This is an optimization exercise on Yosys and OpenROAD, whose aim is a short achievable clock period and few clock cycles per item, not a production implementation. Function was checked by simulation only, so behaviour that the tests miss may differ from the original. Power figures rest on the tool's default switching activity, not on a simulated workload.

<file path="design/flow/run.sh">
#!/bin/bash
# synth_recipe.tcl (not shown) runs the flow's synth.tcl, then flattens the netlist and writes it again
# the make line also repeats each setting of config.mk as NAME=value (left out here)
make -C /OpenROAD-flow-scripts/flow DESIGN_CONFIG=/design/flow/config.mk WORK_HOME=/design/flow/orfs CLKGATE_MAP_FILE= SYNTH_SCRIPT=/design/flow/synth_recipe.tcl finish
</file>
<file path="design/flow/config.mk">
export PLATFORM = sky130hd
export DESIGN_NAME = ksih
export DESIGN_NICKNAME = ksih
export VERILOG_FILES = /design/flow/design.v
export SDC_FILE = /design/flow/constraint.sdc
export NUM_CORES = 4
export LEC_CHECK = 0
export ABC_CLOCK_PERIOD_IN_PS = 1400
export CAP_MARGIN = 20
export CORE_MARGIN = 2
export CORE_UTILIZATION = 40
export SETUP_SLACK_MARGIN = 3.5
export SLEW_MARGIN = 20
</file>
<file path="design/flow/constraint.sdc">
create_clock -name core_clock -period 5.0 [get_ports {clk}]
set_input_delay 1.0000 -clock core_clock [delete_from_list [all_inputs] [get_ports {clk}]]
set_output_delay 1.0000 -clock core_clock [all_outputs]
set_load 0.01 [all_outputs]
</file>
<file path="design/flow/design.v">
module ksih_keydec (
    input  wire [7:0] addr,
    output reg  [4:0] data
);
    always @(*) begin
        case (addr)
            8'hE7: data = 5'h00;
            8'h77: data = 5'h01;
            8'h7B: data = 5'h02;
            8'h7D: data = 5'h03;
            8'hB7: data = 5'h04;
            8'hBB: data = 5'h05;
            8'hBD: data = 5'h06;
            8'hD7: data = 5'h07;
            8'hDB: data = 5'h08;
            8'hDD: data = 5'h09;
            8'h7E: data = 5'h0A;
            8'hBE: data = 5'h0B;
            8'hDE: data = 5'h0C;
            8'hEE: data = 5'h0D;
            8'hED: data = 5'h0E;
            8'hEB: data = 5'h0F;
            default: data = 5'h10;
        endcase
    end
endmodule
module ksih (
    input  wire        clk,
    input  wire        rst,           
    output wire [3:0]  col_o,         
    input  wire [3:0]  row_i,         
    output wire [4:0]  out_o,         
    output wire        out_we_o,      
    input  wire        edge_i,        
    output wire        irq_o,         
    input  wire        invoke_i,      
    output wire        ret_o,         
    output wire        busy_o,        
    input  wire        hcmd_valid_i,  
    input  wire [10:0] hcmd_i,        
    output wire [7:0]  hrdata_o       
);
    localparam [2:0] OP_WRCOL = 3'd0, OP_RDCMB = 3'd1, OP_WROUT = 3'd2,
                     OP_ISTAT = 3'd3, OP_IDIS  = 3'd4, OP_ICLR  = 3'd5,
                     OP_IEN   = 3'd6;
    localparam [3:0] PAT0 = 4'b1110, PAT1 = 4'b1101, PAT3 = 4'b0111;
    localparam [4:0] NOKEY_OUT = 5'h10;
    reg [3:0] col_q;
    reg [4:0] out_q;
    reg       ier_q;
    reg       isr_q;
    reg       irq_q;       
    reg       busy_q;
    reg       scan_q;
    reg       fin_we_q;
    reg [3:0] pre_col_q;   
    reg       pre_ok_q;    
    reg [4:0] pre_res_q;   
    reg [7:0] hrdata_q;
    reg       out_we_q;
    reg       ret_q;
    wire [2:0] op  = hcmd_i[10:8];
    wire [7:0] arg = hcmd_i[7:0];
    wire host  = !busy_q && hcmd_valid_i && !invoke_i;
    wire start = !busy_q && invoke_i;
    wire full  = isr_q | edge_i;
    wire [4:0] dec;
    ksih_keydec u_keydec (
        .addr ({row_i, col_q}),
        .data (dec)
    );
    wire       hit     = !dec[4];
    wire       is_pat0 = (col_q == PAT0);
    wire       last    = (col_q == PAT3);
    wire [3:0] rot     = {col_q[2:0], col_q[3]};
    wire       end_pre  = pre_ok_q && (rot == pre_col_q);
    wire       miss_end = last || end_pre;
    wire [4:0] miss_res = end_pre ? pre_res_q : NOKEY_OUT;
    wire [3:0] miss_col = last ? col_q : rot;
    wire       done     = hit || miss_end;    
    reg       ier_d, isr_d;
    always @(*) begin
        ier_d = ier_q;
        isr_d = isr_q | edge_i;
        if (start) begin
            ier_d = full;
            isr_d = 1'b0;
        end else if (host) begin
            case (op)
                OP_IDIS: if (arg[0]) ier_d = 1'b0;
                OP_ICLR: if (arg[0]) isr_d = edge_i;
                OP_IEN:  if (arg[0]) ier_d = 1'b1;
                default: ;
            endcase
        end
    end
    always @(posedge clk) begin
        if (!busy_q) begin
            pre_col_q <= col_q;
            pre_ok_q  <= hit || last;
            pre_res_q <= dec;
        end
        if (rst) begin
            col_q    <= 4'b1111;
            ier_q    <= 1'b0;
            isr_q    <= 1'b0;
            irq_q    <= 1'b0;
            hrdata_q <= 8'h00;
            out_we_q <= 1'b0;
            ret_q    <= 1'b0;
            busy_q   <= 1'b0;
            scan_q   <= 1'b0;
            fin_we_q <= 1'b0;
        end else begin
            ier_q    <= ier_d;
            isr_q    <= isr_d;
            irq_q    <= ier_d & isr_d;
            out_we_q <= 1'b0;
            ret_q    <= 1'b0;
            if (start) begin
                busy_q   <= 1'b1;
                scan_q   <= full && !(is_pat0 && hit);
                fin_we_q <= full && is_pat0 && hit;
                if (full)
                    col_q <= (is_pat0 && !hit) ? PAT1 : PAT0;
            end else if (scan_q) begin
                if (done) begin
                    busy_q   <= 1'b0;
                    scan_q   <= 1'b0;
                    ret_q    <= 1'b1;
                    out_we_q <= 1'b1;
                end
                if (!hit)
                    col_q <= miss_col;
                out_q <= hit ? dec : miss_res;
            end else if (busy_q) begin
                busy_q <= 1'b0;
                ret_q  <= 1'b1;
                if (fin_we_q) begin
                    out_q    <= pre_res_q;
                    out_we_q <= 1'b1;
                end
            end else if (host) begin
                case (op)
                    OP_WRCOL: col_q <= arg[3:0];
                    OP_RDCMB: hrdata_q <= {row_i, col_q};
                    OP_WROUT: begin
                        out_q    <= arg[4:0];
                        out_we_q <= 1'b1;
                    end
                    OP_ISTAT: hrdata_q <= {7'b0, isr_q};
                    default:  ;
                endcase
            end
        end
    end
    assign col_o    = col_q;
    assign out_o    = out_q;
    assign out_we_o = out_we_q;
    assign irq_o    = irq_q;
    assign ret_o    = ret_q;
    assign busy_o   = busy_q;
    assign hrdata_o = hrdata_q;
endmodule
</file>
==> results of run 1 <==
[state kept, by name (all words and copies together), names as in the netlist, 4 cells and up]
register / count
pre_res_q: 5
pre_col_q: 4
out_q: 5
col_q: 4
hrdata_q: 8
[path summary, 6_finish.rpt]
path                            startpoint                       end  slack, ps  depth (start not counted)
setup / recovery                  row_i[1]        out_q[0]$_DFFE_PP_       2850                          7
hold / removal    hrdata_q[7]$_SDFFE_PP0P_  hrdata_q[7]$_SDFFE_PP0P_        500                          2
setup reg to reg     col_q[3]$_SDFFE_PP1P_        out_q[0]$_DFFE_PP_       2970                          8
hold reg to reg   hrdata_q[7]$_SDFFE_PP0P_  hrdata_q[7]$_SDFFE_PP0P_        500                          2
[what timing repair did]
| item | 4_1_cts | 5_1_grt |
|---|---|---|
| hold endpoints to repair | 0 | 0 |
| gates cloned | 2 | 0 |
| pin swaps | 30 | 17 |
| buffers inserted | 41 | 6 |
| gates resized for setup | 219 | 21 |
| endpoints found under the setup margin | 67 | 57 |
[worst max-delay path: stages]
cell and delay, ps:
buf_12 100, nand2_2 50, o41a_1 360, o31a_1 320
o311a_1 150, nand3_1 80, a31oi_1 80
[report_power, final]
part           switching, uW  total, uW  internal [uW]
Combinational            130        249            119
Sequential              16.6        338            322
Clock                   98.8        228            129
Total                    245        815            570
[kinds of logic (layout without fill, tap and decap cells)]
logic type      count (synthesis)  count (layout)
buf+inv                        24              99
flops                          35              35
mux                             5               5
compound gates                 53              53
xor+xnor                        9               9
simple gates                   92              93
[cell type report]
cell class              instances  area, um^2  share of cell area, %
inverters                       6       22.52                 0.6706
well taps                      67       83.83                  2.496
flip-flops and latches         35       879.6                  26.19
multi-input cells             160        1473                  43.85
clock buffers                   8       101.3                  3.018
repair buffers                 85       798.3                  23.77
[cells in the mapped netlist, types with 6 or more instances]
library cell	count	area share, %
dfxtp_1	20	20
nand2_1	10	1.8
a21oi_1	19	4.7
inv_1	6	1.1
nor2b_1	8	2.5
nor2_1	20	3.7
a211oi_1	7	2.6
nor3b_1	9	3.3
xor2_1	6	2.6
nor3_1	9	2.2
nand3_1	6	1.5
edfxtp_1	15	22
buf_2	9	2.2
[layer usage]
metal	wire length (um)	up-vias
li1	-	955
met1	2701	954
met2	3089	48
met3	242	9
met4	118	0
met5	0	-
[through the flow]
| step | hold WS, ps | instance area, um^2 | setup slack [ps] |
|---|---|---|---|
| floorplan | 481.7 | 2227 | 2697 |
| global placement | 480.6 | 2525 | 1828 |
| detailed placement | 492.6 | 2525 | 1778 |
| CTS | 505.2 | 3197 | 2869 |
| global route | 532.2 | 3358 | 2818 |
| finish | 504.6 | 3358 | 2849 |
==> flow_summary.json, run 1 <==
{
  "status": "complete, no violations",
  "required_ps": 4990,
  "io_pins": 41,
  "hp-class": "flop to flop",
  "drv_cap": 0,
  "worstSetupEndpointType": "flop",
  "core_um2": 4817,
  "clock-sinks": 35,
  "wirelength_mm": 6.151,
  "die_w_um": 75.34,
  "tightest_slew_ps": 838.3,
  "clockBufferDepth": 2,
  "final_common_cell": "buf_4",
  "grt_pass1_wl_mm": 9.949,
  "hpwl_mm": 3.559,
  "max_freq_mhz": 464.9,
  "hold_violations": 0,
  "grt.total_usage_pct": 23.35,
  "top_usage_layer": "met2",
  "arrival_ps": 2140,
  "rows": 25,
  "grt_remaining_overflow": 0,
  "drtAntennaViolNets": 0,
  "synth_fp_nets": 238,
  "critPathMaxFanout": 7,
  "setup_tns_ps": 0,
  "synth_cells": 218,
  "clk_latency_ps": 290,
  "async_flop_share_pct": 0,
  "met1_usage_pct": 30.17,
  "finish.utilization_pct": 69.71,
  "synth-seq-cells": 35,
  "place_congestion": 0.7907,
  "fill_cells": 390,
  "synth_edf_count": 15,
  "grt_max_degree": 22,
  "drtIter0Drc": 107,
  "drc": 0,
  "tritoncts": "done",
  "yosys.area_share.simple_pct": 26.98,
  "clock_skew_ps": 7.097,
  "synth_ff_type": "dfxtp_1",
  "finalNonFillerCells": 361,
  "min_period_ps": 2151,
  "drt_first_pass_iters": 4,
  "initial_core_util_pct": 42.26,
  "synth_warnings": 2,
  "power_uw": 815.2,
  "rsz0062_at_grt": "yes",
  "layout_worst_path_cycle_share_pct": 43.02,
  "wl_per_cell_um": 17.04,
  "h-tree-depth": 2,
  "synth_fa_ha_area_share_pct": 0,
  "crit_path_start_kind": "input pin",
  "p_leak_uw": 0.001308,
  "synth_area_um2": 2036,
  "final_cell_mix": "38 x buf_4, 21 x buf_6, 18 x nor2_1, 15 x edfxtp_1, 12 x buf_2",
  "dp.cells": 304,
  "port_buffers": 37,
  "synthXorXnorAreaFrac_pct": 3.872,
  "ys_types": 51,
  "cts_hold_buf": 0,
  "root_buffer": "clkbuf_8",
  "synth_compound_area_share_pct": 18.62,
  "vias": 1966,
  "syn2layout_area_growth_pct": 64.97,
  "die_y_um": 75.34,
  "synthMuxAreaShare_pct": 2.459,
  "slew_headroom_pct": 44.04,
  "setup_viol": 0,
  "use_met3_pct": 4.101,
  "insertedDiodeCount": 0,
  "peakVddDrop_mv": 0.1496,
  "antenna_found_initial": 0,
  "syn_area_per_cell_um2": 9.338,
  "powerDensity_nw_per_um2": 242.8,
  "grt_pass1_vias": 1962,
  "critical_path_class": "input pin to flop",
  "path_clk_slew_ps": 70,
  "synth_top_family_by_area": "simple AND/OR/NAND/NOR gates",
  "met2_usage_pct": 39.71,
  "layout.nets": 313,
  "final_max_slew_viol_count": 0,
  "numCtsBuffers": 5,
  "fp.dieArea_um2": 5676,
  "synth_seq_area_share_pct": 41.79,
  "drive_gt1_share_pct": 56.12,
  "avgViaCountPerCell": 5.446
}
Testbench counts, summed over its fixed seeds: cycles 10,537, runs 3,200.
==> run 2: changes to the inputs <==
--- a/design/flow/config.mk
+++ b/design/flow/config.mk
@@ -7,3 +7,3 @@
 export LEC_CHECK = 0
-export ABC_CLOCK_PERIOD_IN_PS = 1400
+export ABC_CLOCK_PERIOD_IN_PS = 10
 export CAP_MARGIN = 20
==> run 2 against run 1 <==
Against the previous run: sequential power barely moved; still clean on timing, DRC and antenna; fmax unchanged; die area did not move; total power stayed put; hold slack is the same; clock power hardly changed; synthesized area stayed put; utilization unchanged; critical path type unchanged; final cell count unchanged; sequential cell count did not move; synthesized cell count unchanged; routed wire length stayed put.
==> flow_summary.json, run 2 <==
{
  "status": "complete, no violations",
  "required_ps": 4990,
  "slowest_stage": "o41a_1",
  "ys_top_cells_by_area": "edfxtp_1 22%, dfxtp_1 20%, a21oi_1 4.7%, nor2_1 3.7%, nor3b_1 3.3%",
  "synth_top_area_cell": "edfxtp_1",
  "synthMuxAreaShare_pct": 2.459,
  "synth_ff_type": "dfxtp_1",
  "synth_top_area_share_pct": 22.13,
  "drive_gt1_share_pct": 56.12,
  "drv_cap": 0,
  "initial_core_util_pct": 42.26,
  "reg.largest.list": "hrdata_q (8), out_q (5), pre_res_q (5)",
  "clk_latency_ps": 290,
  "drtIter0Drc": 107,
  "tritoncts": "done",
  "p_sw_uw": 245.2,
  "synth_edf_count": 15,
  "layout_worst_path_cycle_share_pct": 43.02,
  "tightest_slew_ps": 838.3,
  "h-tree-depth": 2,
  "setup_tns_ps": 0,
  "p_comb_share_pct": 30.5,
  "path_cells": "buf_12 -> nand2_2 -> o41a_1 -> o31a_1 -> o311a_1 -> nand3_1 -> a31oi_1",
  "internal_power_uw": 570.0,
  "avgViaCountPerCell": 5.446,
  "powerDensity_nw_per_um2": 242.8,
  "setup_viol": 0,
  "clock_skew_ps": 7.097,
  "drtAntennaViolNets": 0,
  "worst-path-buf-inv": 1,
  "rows": 25,
  "grt_pass1_wl_mm": 9.949,
  "synth_cells": 218,
  "max_freq_mhz": 464.9,
  "hold_violations": 0,
  "path_delay_family": "compound AO/OA/AOI/OAI gates",
  "p_leak_uw": 0.001308,
  "max_stage_delay_ps": 360,
  "finish.utilization_pct": 69.71,
  "fp.dieArea_um2": 5676,
  "hpwl_mm": 3.559,
  "min_period_ps": 2151,
  "die_y_um": 75.34,
  "synth_top_family_by_area": "simple AND/OR/NAND/NOR gates",
  "slew_headroom_pct": 44.04,
  "drt_first_pass_iters": 4,
  "ys_top_cells_by_count": "20 x dfxtp_1, 20 x nor2_1, 19 x a21oi_1",
  "antenna_found_initial": 0,
  "fin_area_um2": 3358,
  "synth_compound_area_share_pct": 18.62,
  "crit_path_start_kind": "input pin",
  "seqPwrFrac_pct": 41.5,
  "p_sw_share_pct": 30.08,
  "hp-class": "flop to flop",
  "grt_remaining_overflow": 0,
  "arrival_ps": 2140,
  "peakVddDrop_mv": 0.1496,
  "final_cell_mix": "38 x buf_4, 21 x buf_6, 18 x nor2_1, 15 x edfxtp_1, 12 x buf_2",
  "synth-seq-cells": 35,
  "synth_area_um2": 2036,
  "synthXorXnorAreaFrac_pct": 3.872,
  "place_congestion": 0.7907,
  "insertedDiodeCount": 0,
  "place_ws_ps": 1778,
  "die_w_um": 75.34,
  "synth_seq_area_share_pct": 41.79,
  "path_clk_slew_ps": 70,
  "syn2layout_area_growth_pct": 64.97,
  "clkPwrFrac_pct": 27.9,
  "rsz0062_at_grt": "yes",
  "worstSetupEndpointType": "flop",
  "placed_area_um2": 2525,
  "grt_max_degree": 22,
  "wirelength_mm": 6.151,
  "clock-sinks": 35,
  "numCtsBuffers": 5,
  "io_pins": 41,
  "critical_path_class": "input pin to flop",
  "fin_hold_ws_ps": 504.6,
  "async_flop_share_pct": 0,
  "grt_pass1_vias": 1962,
  "final_common_cell": "buf_4",
  "clockBufferDepth": 2,
  "largest_reg_flops": 8,
  "drc": 0,
  "synth_fp_nets": 238,
  "critPathMaxFanout": 7,
  "wl_per_cell_um": 17.04,
  "grt.total_usage_pct": 23.35,
  "layout.nets": 313,
  "vias": 1966,
  "yosys.area_share.simple_pct": 26.98,
  "root_buffer": "clkbuf_8",
  "regMostFlops": "hrdata_q",
  "port_buffers": 37,
  "synth_fa_ha_area_share_pct": 0,
  "ys_types": 51,
  "core_um2": 4817,
  "final_max_slew_viol_count": 0,
  "syn_area_per_cell_um2": 9.338,
  "synth_warnings": 2,
  "worst_slack_ps": 2849
}
[run 2: cell type report]
cell class	instances	area, um^2
flip-flops and latches	35	879.6
well taps	67	83.83
repair buffers	85	798.3
inverters	6	22.52
fillers	390	1459
clock buffers	8	101.3
multi-input cells	160	1473
[run 2: worst paths after layout]
check / startpoint / endpoint / slack (ps) / cells after the start
max: row_i[1] / out_q[0]$_DFFE_PP_ / 2850 / 7
min: hrdata_q[7]$_SDFFE_PP0P_ / hrdata_q[7]$_SDFFE_PP0P_ / 500 / 2
max reg2reg: col_q[3]$_SDFFE_PP1P_ / out_q[0]$_DFFE_PP_ / 2970 / 8
min reg2reg: hrdata_q[7]$_SDFFE_PP0P_ / hrdata_q[7]$_SDFFE_PP0P_ / 500 / 2
[run 2: layer usage]
| metal | vias up | routed length, um | track usage, % | part of all wire (%) |
|---|---|---|---|---|
| met4 | 0 | 118 | 7.602 | 1.9 |
| met5 | - | 0 | 0 | 0 |
| met1 | 954 | 2701 | 30.17 | 44 |
| li1 | 955 | - | - | - |
| met3 | 9 | 242 | 4.101 | 3.9 |
| met2 | 48 | 3089 | 39.71 | 50 |
[run 2: logic make-up after synthesis]
group | after synthesis
XOR/XNOR | 9
AO/OA/AOI/OAI | 53
buffers and inverters | 24
multiplexers | 5
AND/OR/NAND/NOR | 92
flip-flops | 35
[run 2: per-stage QoR]
stage	total power (uW)	instances
2_1_floorplan	466.8	218
3_3_place_gp	511.4	304
3_5_place_dp	515.4	304
4_1_cts	798.1	355
5_1_grt	851.8	361
6_report	815.2	361
[run 2: worst reg2reg max path, cell delays in order (launching register included)]
cell	delay, ps
dfxtp_4	360
buf_4	110
buf_4	190
nand2_1	150
o21ai_2	230
or3b_1	370
o311a_1	160
nand3_1	80
a31oi_1	80
[run 2: what timing repair did]
item | 4_1_cts | 5_1_grt
gates cloned | 2 | 0
endpoints found under the setup margin | 67 | 57
gates resized for setup | 219 | 21
pin swaps | 30 | 17
hold endpoints to repair | 0 | 0
hold buffers | 0 | 0
buffers inserted | 41 | 6
[run 2: power by group through the flow]
| stage | registers [uW] | clock network, uW | logic (uW) |
|---|---|---|---|
| 2_1_floorplan | 342 | 0 | 125 |
| 3_3_place_gp | 360 | 0 | 152 |
| 3_5_place_dp | 362 | 0 | 154 |
| 4_1_cts | 337 | 231 | 230 |
| 5_1_grt | 341 | 243 | 268 |
| 6_report | 338 | 228 | 249 |
==> run 3: changes to the inputs <==
--- a/design/flow/config.mk
+++ b/design/flow/config.mk
@@ -7,3 +7,3 @@
 export LEC_CHECK = 0
-export ABC_CLOCK_PERIOD_IN_PS = 10
+export ABC_AREA = 1
 export CAP_MARGIN = 20
==> run 3 against run 2 <==
Against the previous run: still clean; global-route usage shrank 2.3 points; hold slack lost 27 ps; via count grew 0.10%; total power shrank 7.2%; sequential power is essentially flat; routed wire length shrank 12%; register-to-register slack gained 160 ps; sequential cell count is the same; critical endpoint unchanged.
==> flow_summary.json, run 3 <==
{
  "status": "complete, no violations",
  "place_congestion": 0.8454,
  "avgViaCountPerCell": 5.112,
  "grt_pass1_wl_mm": 8.528,
  "synth_fp_nets": 276,
  "r2r_start": "col_q[3]$_SDFFE_PP1P_",
  "slew_headroom_pct": 56.46,
  "reg2reg_slack_ps": 3130,
  "min_period_ps": 1995,
  "clock-sinks": 35,
  "wl_per_cell_um": 14.00,
  "grt_remaining_overflow": 0,
  "syn2layout_area_growth_pct": 52.88,
  "peakVddDrop_mv": 0.1842,
  "synth_top_area_cell": "edfxtp_1",
  "tightest_slew_ps": 650.7,
  "layout.nets": 337,
  "hp-class": "flop to flop",
  "arrival_ps": 2040,
  "wl_met2_mm": 2.668,
  "hold_path.startpoint": "hrdata_q[6]$_SDFFE_PP0P_",
  "ys_types": 29,
  "fp.dieArea_um2": 5455,
  "r2r_cells": 12,
  "reg.largest.list": "hrdata_q (8), out_q (5), pre_res_q (5)",
  "largest_reg_flops": 8,
  "layout_worst_path_cycle_share_pct": 39.90,
  "port_buffers": 37,
  "drive_gt1_share_pct": 44.97,
  "clockBufferDepth": 2,
  "grt.total_usage_pct": 21.05,
  "rsz0062_at_grt": "yes",
  "fin_area_um2": 2984,
  "initial_core_util_pct": 41.32,
  "grt_max_degree": 13,
  "antenna_found_initial": 0,
  "highest_layer": "met4",
  "yosysMostFrequentCell": "nand2_1",
  "synth_warnings": 2,
  "rows": 25,
  "hold-path-cell-count": 2,
  "min_to": "hrdata_q[6]$_SDFFE_PP0P_",
  "core_um2": 4723,
  "grt_pass1_vias": 1808,
  "p_leak_uw": 0.001301,
  "drtIter0Drc": 137,
  "root_buffer": "clkbuf_8",
  "synth_ff_type": "dfxtp_1",
  "synth_seq_area_share_pct": 43.59,
  "regMostFlops": "hrdata_q",
  "r2r-end": "out_q[0]$_DFFE_PP_",
  "setup_tns_ps": 0,
  "placed_area_um2": 2551,
  "vias": 1968,
  "path_clk_slew_ps": 70,
  "synth-seq-cells": 35,
  "required_ps": 5050,
  "tritoncts": "done",
  "final_cell_mix": "49 x nand2_1, 20 x nor2_1, 18 x buf_4, 17 x buf_6, 16 x nand3_1",
  "hpwl_mm": 3.682,
  "critPathMaxFanout": 6,
  "numCtsBuffers": 5,
  "ys_top_cells_by_count": "63 x nand2_1, 30 x nor2_1, 23 x inv_1",
  "drt_first_pass_iters": 4,
  "insertedDiodeCount": 0,
  "ys_top_cells_by_area": "edfxtp_1 23%, dfxtp_1 21%, nand2_1 12%, nor2_1 5.8%, nand3_1 4.6%",
  "h-tree-depth": 2,
  "clk_latency_ps": 290,
  "clock_skew_ps": 8.488,
  "final_max_slew_viol_count": 0,
  "synth_area_um2": 1952,
  "critical_path_class": "input pin to flop",
  "synth_cells": 256,
  "synth_edf_count": 15,
  "crit_path_start_kind": "input pin",
  "syn_area_per_cell_um2": 7.625,
  "die_w_um": 73.86,
  "hold_violations": 0,
  "wl_met3_um": 275,
  "synth_top_area_share_pct": 23.08,
  "drc": 0,
  "wirelength_met1_mm": 2.363,
  "die_y_um": 73.86,
  "powerDensity_nw_per_um2": 253.4,
  "final_common_cell": "nand2_1",
  "max_freq_mhz": 501.3,
  "drv_cap": 0,
  "io_pins": 41,
  "worstSetupEndpointType": "flop",
  "setup_viol": 0,
  "wirelength_mm": 5.389,
  "drtAntennaViolNets": 0,
  "async_flop_share_pct": 0
}
==> run 3: repair_timing <==
action / CTS / global route
resized for setup: 202 / 16
hold buffers: 0 / 0
pin swaps: 23 / 12
buffers inserted: 16 / 6
setup endpoints to repair: 57 / 57
==> run 3: critical path, cell delays in order <==
cell and delay [ps]:
buf_12 130, inv_12 50, nand2_4 40, nor2_4 140, nand2_1 80, nand2_1 70, inv_2 40, nand2_2 60
nor2_4 60, nand2_4 110, inv_4 50, nand3_2 50, nand2_1 50, nand2_1 70, nand2_1 50
==> run 3: metal layers <==
layer | GRT usage [%] | up-vias
met5 | 0 | -
met4 | 6.869 | 0
met3 | 4.252 | 7
met2 | 33.73 | 59
met1 | 28.41 | 924
li1 | - | 978
==> run 3: through the flow <==
stage | instances | setup slack (ps) | hold slack, ps | power, uW | util, %
3_3_place_gp | 355 | 1932 | 462.4 | 522.1 | 54.01
2_1_floorplan | 256 | 2940 | 445.0 | 463.1 | -
3_5_place_dp | 355 | 1925 | 463.9 | 523.3 | 54.01
5_1_grt | 385 | 2919 | 493.3 | 798.3 | 63.18
4_1_cts | 379 | 3017 | 480.5 | 751.3 | 61.14
6_report | 385 | 3005 | 478.0 | 756.2 | 63.18
==> run 3: area by class of cell <==
cell class | instances | area [um^2]
Tap cell | 67 | 83.83
Clock inverter | 2 | 12.51
Clock buffer | 6 | 72.57
Timing Repair Buffer | 59 | 570.5
Inverter | 32 | 178.9
Sequential cell | 35 | 879.6
Multi-Input combinational cell | 184 | 1186
Fill cell | 426 | 1739
==> run 3: worst max path at each step <==
stage              from                 end  slack (ps)  cells after the start
3_3_place_gp   row_i[3]  out_q[0]$_DFFE_PP_        1930                     14
4_1_cts        row_i[2]  out_q[0]$_DFFE_PP_        3020                     15
2_1_floorplan  row_i[2]  out_q[0]$_DFFE_PP_        2940                     14
3_5_place_dp   row_i[2]  out_q[0]$_DFFE_PP_        1930                     12
6_report       row_i[2]  out_q[0]$_DFFE_PP_        3010                     15
5_1_grt        row_i[2]  out_q[0]$_DFFE_PP_        2920                     15
==> run 3: cell families (layout without fill, tap and decap cells) <==
family / Yosys count / after routing / share of synthesized area (%)
buffers and inverters: 37 / 99 / 7.948
and+or+nand+nor: 141 / 141 / 36.03
xor gates and xnor gates: 1 / 1 / 0.4488
DFF: 35 / 35 / 43.59
AOI/OAI and AO/OA: 42 / 42 / 11.99
==> run 3: power breakdown <==
group / internal [uW] / switching, uW
combinational: 90.9 / 130
sequential: 323 / 13.5
clock: 97.4 / 102
==> run 4: changes to the inputs <==
--- a/design/flow/config.mk
+++ b/design/flow/config.mk
@@ -7,3 +7,3 @@
 export LEC_CHECK = 0
-export ABC_AREA = 1
+export ABC_CLOCK_PERIOD_IN_PS = 1000
 export CAP_MARGIN = 20
==> run 4 against run 3 <==
Against the previous run: setup slack lost 160 ps; count of clock-buffer cells in the layout grew 2; global-route usage grew 2.3 points; fmax shrank 7.3%; die area grew 4.1%; clock skew shrank 1.4 ps; sequential share of layout area shrank 3.3 points; critical path depth shrank 8; total power grew 7.8%; sequential cell count is the same; combinational power grew 13%; largest power group unchanged; highest routed layer unchanged.
==> flow_summary.json, run 4 <==
{
  "fp.dieArea_um2": 5676,
  "hp-class": "flop to flop",
  "peakVddDrop_mv": 0.1496,
  "drv_cap": 0,
  "grt_remaining_overflow": 0,
  "grt_pass1_vias": 1962,
  "r2r_start": "col_q[3]$_SDFFE_PP1P_",
  "drtIter0Drc": 107,
  "p_leak_uw": 0.001308,
  "async_flop_share_pct": 0,
  "synth_edf_count": 15,
  "synth_cells": 218,
  "core_um2": 4817,
  "synth_ff_type": "dfxtp_1",
  "seqPwrFrac_pct": 41.5,
  "final_common_cell": "buf_4",
  "place_congestion": 0.7907,
  "setup_viol": 0,
  "rows": 25,
  "syn2layout_area_growth_pct": 64.97,
  "hold_path.startpoint": "hrdata_q[7]$_SDFFE_PP0P_",
  "ys_top_cells_by_area": "edfxtp_1 22%, dfxtp_1 20%, a21oi_1 4.7%, nor2_1 3.7%, nor3b_1 3.3%",
  "grt_max_degree": 22,
  "dp.cells": 304,
  "layout.nets": 313,
  "slowest_stage": "o41a_1",
  "drive_gt1_share_pct": 56.12,
  "hpwl_mm": 3.559,
  "arrival_ps": 2140,
  "synth_top_area_share_pct": 22.13,
  "ys_top_cells_by_count": "20 x dfxtp_1, 20 x nor2_1, 19 x a21oi_1",
  "fill_cells": 390,
  "synth-seq-cells": 35,
  "synth_seq_area_share_pct": 41.79,
  "tritoncts": "done",
  "avgViaCountPerCell": 5.446,
  "numCtsBuffers": 5,
  "max_stage_delay_ps": 360,
  "internal_power_uw": 570.0,
  "synth_top_area_cell": "edfxtp_1",
  "insertedDiodeCount": 0,
  "clock-sinks": 35,
  "die_w_um": 75.34,
  "p_comb_share_pct": 30.5,
  "hold-path-cell-count": 2,
  "regMostFlops": "hrdata_q",
  "r2r-end": "out_q[0]$_DFFE_PP_",
  "status": "complete, no violations",
  "ys_types": 51,
  "vias": 1966,
  "critPathMaxFanout": 7,
  "syn_area_per_cell_um2": 9.338,
  "clk_latency_ps": 290,
  "largest_reg_flops": 8,
  "required_ps": 4990,
  "grt_pass1_wl_mm": 9.949,
  "setup_tns_ps": 0,
  "final_max_slew_viol_count": 0,
  "hold_violations": 0,
  "finalNonFillerCells": 361,
  "tightest_slew_ps": 838.3,
  "reg.largest.list": "hrdata_q (8), out_q (5), pre_res_q (5)",
  "synth_warnings": 2,
  "io_pins": 41,
  "port_buffers": 37,
  "h-tree-depth": 2,
  "clkPwrFrac_pct": 27.9,
  "rsz0062_at_grt": "yes",
  "powerDensity_nw_per_um2": 242.8,
  "synth_fp_nets": 238,
  "crit_path_start_kind": "input pin",
  "final_cell_mix": "38 x buf_4, 21 x buf_6, 18 x nor2_1, 15 x edfxtp_1, 12 x buf_2",
  "min_to": "hrdata_q[7]$_SDFFE_PP0P_",
  "worstSetupEndpointType": "flop",
  "wl_per_cell_um": 17.04,
  "min_period_ps": 2151,
  "critical_path_class": "input pin to flop",
  "grt.total_usage_pct": 23.35,
  "antenna_found_initial": 0,
  "p_sw_share_pct": 30.08,
  "p_sw_uw": 245.2,
  "layout_worst_path_cycle_share_pct": 43.02,
  "clockBufferDepth": 2,
  "drt_first_pass_iters": 4,
  "r2r_cells": 8,
  "synth_area_um2": 2036,
  "initial_core_util_pct": 42.26,
  "reg2reg_slack_ps": 2970,
  "path_clk_slew_ps": 70,
  "path_cells": "buf_12 -> nand2_2 -> o41a_1 -> o31a_1 -> o311a_1 -> nand3_1 -> a31oi_1",
  "die_y_um": 75.34,
  "wirelength_mm": 6.151,
  "clock_skew_ps": 7.097,
  "root_buffer": "clkbuf_8",
  "max_freq_mhz": 464.9,
  "drtAntennaViolNets": 0,
  "drc": 0,
  "slew_headroom_pct": 44.04
}
-- run 4: kinds of logic (layout without fill, tap and decap cells) --
logic type	count (synthesis)	in the layout	synth area share [%]
buf+inv	24	99	6.269
xor+xnor	9	9	3.872
compound gates	53	53	18.62
mux	5	5	2.459
flops	35	35	41.79
simple gates	92	93	26.98
-- run 4: worst max-delay path, delay by kind of cell --
kind / cells / cell delay [ps]
and+or+nand+nor: 2 / 130
AOI/OAI and AO/OA: 4 / 910
buffers and inverters: 1 / 100
-- run 4: layout make-up --
type	count	area, um^2	share of cell area, %
repair buffers	85	798.3	23.77
flip-flops and latches	35	879.6	26.19
inverters	6	22.52	0.6706
well taps	67	83.83	2.496
clock buffers	8	101.3	3.018
multi-input cells	160	1473	43.85
-- run 4: worst max path at each step --
stage                    endpoint      from  cells after the start
3_3_place_gp   out_q[0]$_DFFE_PP_  row_i[2]                      7
4_1_cts        out_q[0]$_DFFE_PP_  row_i[2]                      7
6_report       out_q[0]$_DFFE_PP_  row_i[1]                      7
2_1_floorplan  out_q[0]$_DFFE_PP_  row_i[2]                      7
5_1_grt        out_q[0]$_DFFE_PP_  row_i[1]                      8
3_5_place_dp   out_q[0]$_DFFE_PP_  row_i[2]                      7
-- run 4: per-layer routing --
metal	global-route usage, %	share of wire [%]	up-vias
li1	-	-	955
met2	39.71	50	48
met3	4.101	3.9	9
met1	30.17	44	954
met5	0	0	-
met4	7.602	1.9	0
-- run 4: power groups by stage --
stage / clock [uW] / combinational (uW) / sequential, uW
2_1_floorplan: 0 / 125 / 342
3_3_place_gp: 0 / 152 / 360
3_5_place_dp: 0 / 154 / 362
4_1_cts: 231 / 230 / 337
5_1_grt: 243 / 268 / 341
6_report: 228 / 249 / 338
-- run 4: stage by stage --
stage / hold WS (ps) / worst slack, ps / power [uW] / instance area [um^2] / util [%]
floorplan: 481.7 / 2697 / 466.8 / 2227 / -
CTS: 505.2 / 2869 / 798.1 / 3197 / 66.36
global placement: 480.6 / 1828 / 511.4 / 2525 / 52.42
detailed placement: 492.6 / 1778 / 515.4 / 2525 / 52.42
global route: 532.2 / 2818 / 851.8 / 3358 / 69.71
finish: 504.6 / 2849 / 815.2 / 3358 / 69.71
-- run 4: repair_timing --
item,in CTS,in global routing
endpoints found under the setup margin,67,57
resized for setup,219,21
setup buffers,41,6
hold buffers,0,0
pin swaps,30,17
cloned,2,0

==> separate check: timing with driven ports <==
Ports are ideal in the flow. The routed layouts listed here were re-timed in OpenROAD. Step 1 assumes that a clkbuf_16 drives the clock port and a buf_2 every other input. Step 2, shift: input delay + t, output delay - t, t = (earliest + latest rising clock arrival at the registers) / 2. This alone moves slack from input paths to output paths. Three values: ideal ports, drivers, drivers and shift; two values: the first two.
run	t (ns)	setup WS [ns]	latest minus earliest clock arrival (ns)	worst slew at a driven data input, ns	cell pins on the clock port's net
run 1	0.308	2.849 / 2.788 / 2.480	0.007 / 0.007	0.13	1
run 2	0.308	2.849 / 2.788 / 2.480	0.007 / 0.007	0.13	1
run 3	0.315	3.005 / 2.980 / 2.665	0.008 / 0.008	0.07	1
run 4	0.308	2.849 / 2.788 / 2.480	0.007 / 0.007	0.13	1
After both steps every run listed still meets setup and hold.
